Source: an optimization exercise on an open RTL-to-GDS flow (aim: small area). Production flows keep margins and buffers that such runs may drop. Where RTL was checked, it was by simulation tests only, not by an equivalence proof against the original.

==> flow/design.v (excerpt) <==
module lfsr_memtest #(
    parameter DW = 256,
    parameter AW = 24
) (
    input  wire          clk,
    input  wire          rst,
    input  wire [4:0]    host_cmd,
    input  wire [AW-1:0] host_wdata,
    output reg  [AW-1:0] host_rdata,
    output wire          w_stb,
    output wire [DW-1:0] w_data,
    input  wire          w_ack,
    input  wire          r_stb,
    input  wire [DW-1:0] r_data,
    output wire          r_ack
);
    localparam [15:0] MAGIC = 16'h361f;
    localparam [2:0] IDX_MAGIC   = 3'd0;
    localparam [2:0] IDX_W_RESET = 3'd1;
    localparam [2:0] IDX_W_SHOOT = 3'd2;
    localparam [2:0] IDX_LENGTH  = 3'd3;
    localparam [2:0] IDX_R_RESET = 3'd4;
    localparam [2:0] IDX_ERRORS  = 3'd5;
    wire       cmd_en  = host_cmd[4];
    wire       cmd_we  = host_cmd[3];
    wire [2:0] cmd_idx = host_cmd[2:0];
    wire       cmd_wr  = cmd_en & cmd_we;
    wire       cmd_rd  = cmd_en & ~cmd_we;
    reg [AW-1:0] length;
    reg [AW-1:0] err_count;
    reg          p_w_reset;    
    reg          p_w_shoot;
    reg          p_r_reset;
    always @(posedge clk) begin
        if (rst) begin
            length    <= {AW{1'b0}};
            p_w_reset <= 1'b0;
            p_w_shoot <= 1'b0;
            p_r_reset <= 1'b0;
        end else begin
            if (cmd_wr && cmd_idx == IDX_LENGTH)
                length <= host_wdata;
            p_w_reset <= cmd_wr && cmd_idx == IDX_W_RESET;
            p_w_shoot <= cmd_wr && cmd_idx == IDX_W_SHOOT;
            p_r_reset <= cmd_wr && cmd_idx == IDX_R_RESET;
        end
    end
    always @* begin
        host_rdata = {AW{1'b0}};
        if (cmd_rd) begin
            case (cmd_idx)
                IDX_MAGIC:  host_rdata = MAGIC;
                IDX_LENGTH: host_rdata = length;
                IDX_ERRORS: host_rdata = err_count;
                default:    host_rdata = {AW{1'b0}};
            endcase
        end
    end
    reg  [AW-1:0] remaining;
    wire          w_ce = w_stb & w_ack;
    assign w_stb = (remaining != {AW{1'b0}});
    always @(posedge clk) begin
        if (rst)
            remaining <= {AW{1'b0}};
        else if (p_w_shoot)
            remaining <= length;
        else if (w_ce)
            remaining <= remaining - 1'b1;
    end
    lfsr_gen #(.DW(DW)) u_wgen (
        .clk (clk),
        .rst (rst | p_w_reset),
        .ce  (w_ce),
        .o   (w_data)
    );
  ...
Size: ~570 I/O pins, ~18000 sq um of cells after synthesis.
Settings: LEC_CHECK=0, CAP_MARGIN=20, CORE_AREA=5 5 315 315, DIE_AREA=0 0 320 320, SLEW_MARGIN=20; clock period 5.0 ns.
run.sh (not shown) runs the stock make flow with config.mk's settings and CLKGATE_MAP_FILE= SYNTH_SCRIPT=/design/flow/synth_recipe.tcl, a recipe that flattens the netlist after the stock synthesis.
The starting point produced a clean layout.
Change:
==> flow/flow/run.sh (new file) <==
#!/bin/bash
# The standard layout, except that the port buffers are sky130_fd_sc_hd__buf_1
# instead of the buffer buffer_ports picks by default (clkdlybuf4s50_1).
set -euo pipefail
export BUFFER_PORTS_ARGS="-buffer_cell sky130_fd_sc_hd__buf_1"
bash standard.sh > standard_flow.log 2>&1
==> flow/standard.sh (new file) <==
#!/bin/bash
# synth_recipe.tcl (not shown) runs the flow's synth.tcl, then flattens the netlist and writes it again
# the make line also repeats each setting of config.mk as NAME=value (left out here)
make -C /OpenROAD-flow-scripts/flow DESIGN_CONFIG=/design/flow/config.mk WORK_HOME=/design/flow/orfs CLKGATE_MAP_FILE= SYNTH_SCRIPT=/design/flow/synth_recipe.tcl "${@:-finish}"
removed: flow/run.sh
Outcome: The changed run went through all stages and came out clean. Flip-flop and latch count stays the same. Design area came out lower by about a fifth. Clock-buffer cell count came out higher by 1. Register-to-register slack got worse by 120 ps. Via count is higher slightly. Final cell count shrinks slightly. Worst setup slack gets worse by 110 ps.

---

Setup of the previous run:
Another version of the RTL of lfsr_memtest (not shown whole).
Size in the first run: about 1,800 cells after synthesis, about 140 flip-flops, ~14,000 µm² of cells after synthesis.
export LEC_CHECK = 0
export CAP_MARGIN = 20
export CORE_AREA = 5 5 315 315
export DIE_AREA = 0 0 320 320
export GPL_TIMING_DRIVEN = 0
export SETUP_SLACK_MARGIN = 0.3
export SLEW_MARGIN = 20
export SYNTH_HIERARCHICAL = 1
create_clock -name core_clock -period 5.0 [get_ports {clk}]
standard.sh (not shown) runs the stock make flow with config.mk's settings and CLKGATE_MAP_FILE= SYNTH_SCRIPT=/design/flow/synth_recipe.tcl, a recipe that flattens the netlist after the stock synthesis.
==> flow/flow/run.sh <==
#!/bin/bash
# The standard layout, except that the port buffers are sky130_fd_sc_hd__buf_1
# instead of the buffer buffer_ports picks by default (clkdlybuf4s50_1).
set -euo pipefail
export BUFFER_PORTS_ARGS="-buffer_cell sky130_fd_sc_hd__buf_1"
bash standard.sh > standard_flow.log 2>&1
The previous run finished all stages; the layout is clean.
Here is what was changed in the inputs of the current run compared with the previous run.
- a deleted GPL_TIMING_DRIVEN that had been 0
Findings:
Looking at cell with the largest stage delay on the worst path, the dfxtp_2 result is from the previous run; the xnor2_1 one comes from the current run. The via count of the first global-routing pass reported for the current run is greater than that of the previous run by 121. In the reports for the current run and the previous run, the smaller fmax belongs to the current run. Taking the previous run as the reference point, the final critical path time including I/O delays and setup of the current run rises by 0.14 ns. Delta (the current run minus the previous run): post-layout instance area shrank by about 1.4%; non-clock buffer count grew by 26; met3 track demand over resource in global routing shrank by 0.81 points.

---

lfsr_memtest, a different RTL version from the one above (not shown whole).
Size in the first run: roughly 140 flip-flops, roughly 0.014 mm² of cells after synthesis.
==> flow/config.mk <==
export PLATFORM = sky130hd
export DESIGN_NAME = lfsr_memtest
export DESIGN_NICKNAME = lfsr_memtest
export VERILOG_FILES = /design/flow/design.v
export SDC_FILE = /design/flow/constraint.sdc
export NUM_CORES = 4
export LEC_CHECK = 0
export CAP_MARGIN = 20
export CORE_AREA = 5 5 315 315
export CTS_BUF_LIST = sky130_fd_sc_hd__clkbuf_4 sky130_fd_sc_hd__clkbuf_8
export CTS_CLUSTER_DIAMETER = 150
export CTS_CLUSTER_SIZE = 40
export DIE_AREA = 0 0 320 320
export SETUP_SLACK_MARGIN = 0.3
export SLEW_MARGIN = 20
export SYNTH_HIERARCHICAL = 1
==> flow/constraint.sdc <==
create_clock -name core_clock -period 5.0 [get_ports {clk}]
set_input_delay 1.0000 -clock core_clock [delete_from_list [all_inputs] [get_ports {clk}]]
set_output_delay 1.0000 -clock core_clock [all_outputs]
set_load 0.01 [all_outputs]
Scripts as last shown in full above: flow/flow/run.sh
Rerun with:
--- a/flow/flow/run.sh
+++ b/flow/flow/run.sh
@@ -5,0 +6 @@
+export GPL_KEEP_OVERFLOW=0
Worst setup slack loses 0.042 ns. Clock-buffer cell count is higher by 2. Die area does not change.
Rerun with:
Settings changed: CTS_BUF_LIST sky130_fd_sc_hd__clkbuf_4 sky130_fd_sc_hd__clkbuf_8 to sky130_fd_sc_hd__clkbuf_8, SETUP_SLACK_MARGIN 0.3 to 0.1.
What happened: Cell area went down by 1.4%; die area stays the same; worst setup slack loses 0.10 ns; utilization went down by 0.28 points; sequential share of layout area went up by 0.18 points; cell count hardly moves; routed wire length went down by 3.3%; non-clock buffer count stays the same.
Rerun with:
--- a/flow/flow/run.sh
+++ b/flow/flow/run.sh
@@ -6 +5,0 @@
-export GPL_KEEP_OVERFLOW=0
Settings changed: CORE_AREA 5 5 315 315 to 5 5 225 225, CTS_BUF_LIST sky130_fd_sc_hd__clkbuf_8 to sky130_fd_sc_hd__clkbuf_4 sky130_fd_sc_hd__clkbuf_8, DIE_AREA 0 0 320 320 to 0 0 230 230, SETUP_SLACK_MARGIN 0.1 to 0.3.
Fmax goes up by 5.6%.
Cell count goes down by about 16%.
Wire length barely changes.
Die area goes down by 48%.
Global-route usage goes up by 13 points.
Area after synthesis is unchanged.
Via count goes up by 2.2%.
Final area goes down by about 2.2%.
No run of this note included a check of the RTL's function; only the layout flow was run.

---

Another version of the RTL of lfsr_memtest (not shown whole).
For scale: roughly 1500 cells after synthesis, ~570 I/O pins, roughly 13000 um^2 of cells after synthesis.
Settings: LEC_CHECK=0, CAP_MARGIN=20, CORE_AREA=5 5 315 315, CTS_BUF_LIST=sky130_fd_sc_hd__clkbuf_8, CTS_CLUSTER_DIAMETER=150, CTS_CLUSTER_SIZE=40, DIE_AREA=0 0 320 320, SETUP_SLACK_MARGIN=0.1, SLEW_MARGIN=20, SYNTH_HIERARCHICAL=1; clock period 5.0 ns.
==> flow/flow/run.sh <==
#!/bin/bash
# The standard layout, except that the port buffers are sky130_fd_sc_hd__buf_1
# instead of the buffer buffer_ports picks by default (clkdlybuf4s50_1).
set -euo pipefail
export BUFFER_PORTS_ARGS="-buffer_cell sky130_fd_sc_hd__buf_1"
export GPL_KEEP_OVERFLOW=0
bash standard.sh > standard_flow.log 2>&1
The starting point ran to the end with no violations.
Then changed:
==> flow/flow/run.sh (replaced) <==
#!/bin/bash
# The standard layout (standard.sh, its synthesis unchanged), with three
# settings that ORFS reads from the environment:
#  - the port buffers are sky130_fd_sc_hd__buf_1 instead of the buffer that
#    buffer_ports picks by default (clkdlybuf4s50_1);
#  - timing-driven global placement does not keep the buffers of its trial
#    repair_design (GPL_KEEP_OVERFLOW=0); the later repair steps still run;
#  - clock tree synthesis inserts no dummy loads.
# ORFS writes each step's full log under orfs/logs/; make's own output goes to
# standard_flow.log here.
set -euo pipefail
export BUFFER_PORTS_ARGS="-buffer_cell sky130_fd_sc_hd__buf_1"
export GPL_KEEP_OVERFLOW=0
export CTS_ARGS="-sink_clustering_enable -repair_clock_nets -buf_list sky130_fd_sc_hd__clkbuf_8 -sink_clustering_size 40 -sink_clustering_max_diameter 150 -dont_use_dummy_load"
bash standard.sh > standard_flow.log 2>&1
CTS_BUF_LIST = not set   (was sky130_fd_sc_hd__clkbuf_8)
CTS_CLUSTER_DIAMETER = not set   (was 150)
CTS_CLUSTER_SIZE = not set   (was 40)
SETUP_SLACK_MARGIN = 0.03   (was 0.1)
=>
- final cell count decreases by 0.44%
- clock skew increases by 0.022 ns
- register-to-register slack degrades by 0.13 ns
Then changed:
CTS_BUF_LIST = sky130_fd_sc_hd__clkbuf_8   (was not set)
CTS_CLUSTER_DIAMETER = 150   (was not set)
CTS_CLUSTER_SIZE = 40   (was not set)
SETUP_SLACK_MARGIN = 0.1   (was 0.03)
Outcome:
- The changed run finished with timing, DRC and antenna clean
- design area hardly moves
- first-iteration DRC count goes up by 5.6%
- setup slack gets better by 0.066 ns
- routed wire length is about the same
- die area is unchanged

-- port drivers added, routing unchanged --
No port has a modelled driver above. Below, the same layouts with a new extraction and two added sets of constraints.
Step 1 (the two cells are an assumption about what drives the block):
set clk [get_ports {clk}]
set_driving_cell -lib_cell sky130_fd_sc_hd__clkbuf_16 $clk
set_driving_cell -lib_cell sky130_fd_sc_hd__buf_2 [delete_from_list [all_inputs] $clk]
Step 2 also shifts input and output timing later by t, the mid clock arrival at the registers, as if the neighbouring blocks saw the same clock.
Slacks: ideal ports / drivers / drivers and shift; pairs: ideal ports / drivers.
run | t, ns | setup slack, ns | worst data-port slew with drivers (ns)
the first run of note 1 | 0.474 | 0.313 / 0.252 / 0.020 | 0.13
the second run of note 1 | 0.477 | 0.205 / 0.205 / 0.205 | 0.14
the previous run | 0.516 | 0.447 / 0.447 / 0.447 | 0.12
the current run | 0.526 | 0.304 / 0.304 / 0.304 | 0.12
the first run of note 3 | 0.575 | 0.370 / 0.370 / 0.370 | 0.22
the second run of note 3 | 0.570 | 0.327 / 0.327 / 0.327 | 0.21
the third run of note 3 | 0.565 | 0.223 / 0.223 / 0.223 | 0.20
the fourth run of note 3 | 0.478 | 0.475 / 0.475 / 0.475 | 0.08
the first run of note 4 | 0.520 | 0.126 / 0.077 / 0.229 | 0.16
the second run of note 4 | 0.509 | 0.097 / 0.097 / 0.097 | 0.16
the third run of note 4 | 0.510 | 0.163 / 0.114 / 0.210 | 0.16
After both steps setup and hold are still met in every run listed. The setup slack of the first run of note 1, which loses most, moves by -0.061 ns with the drivers and by -0.293 ns with both steps.
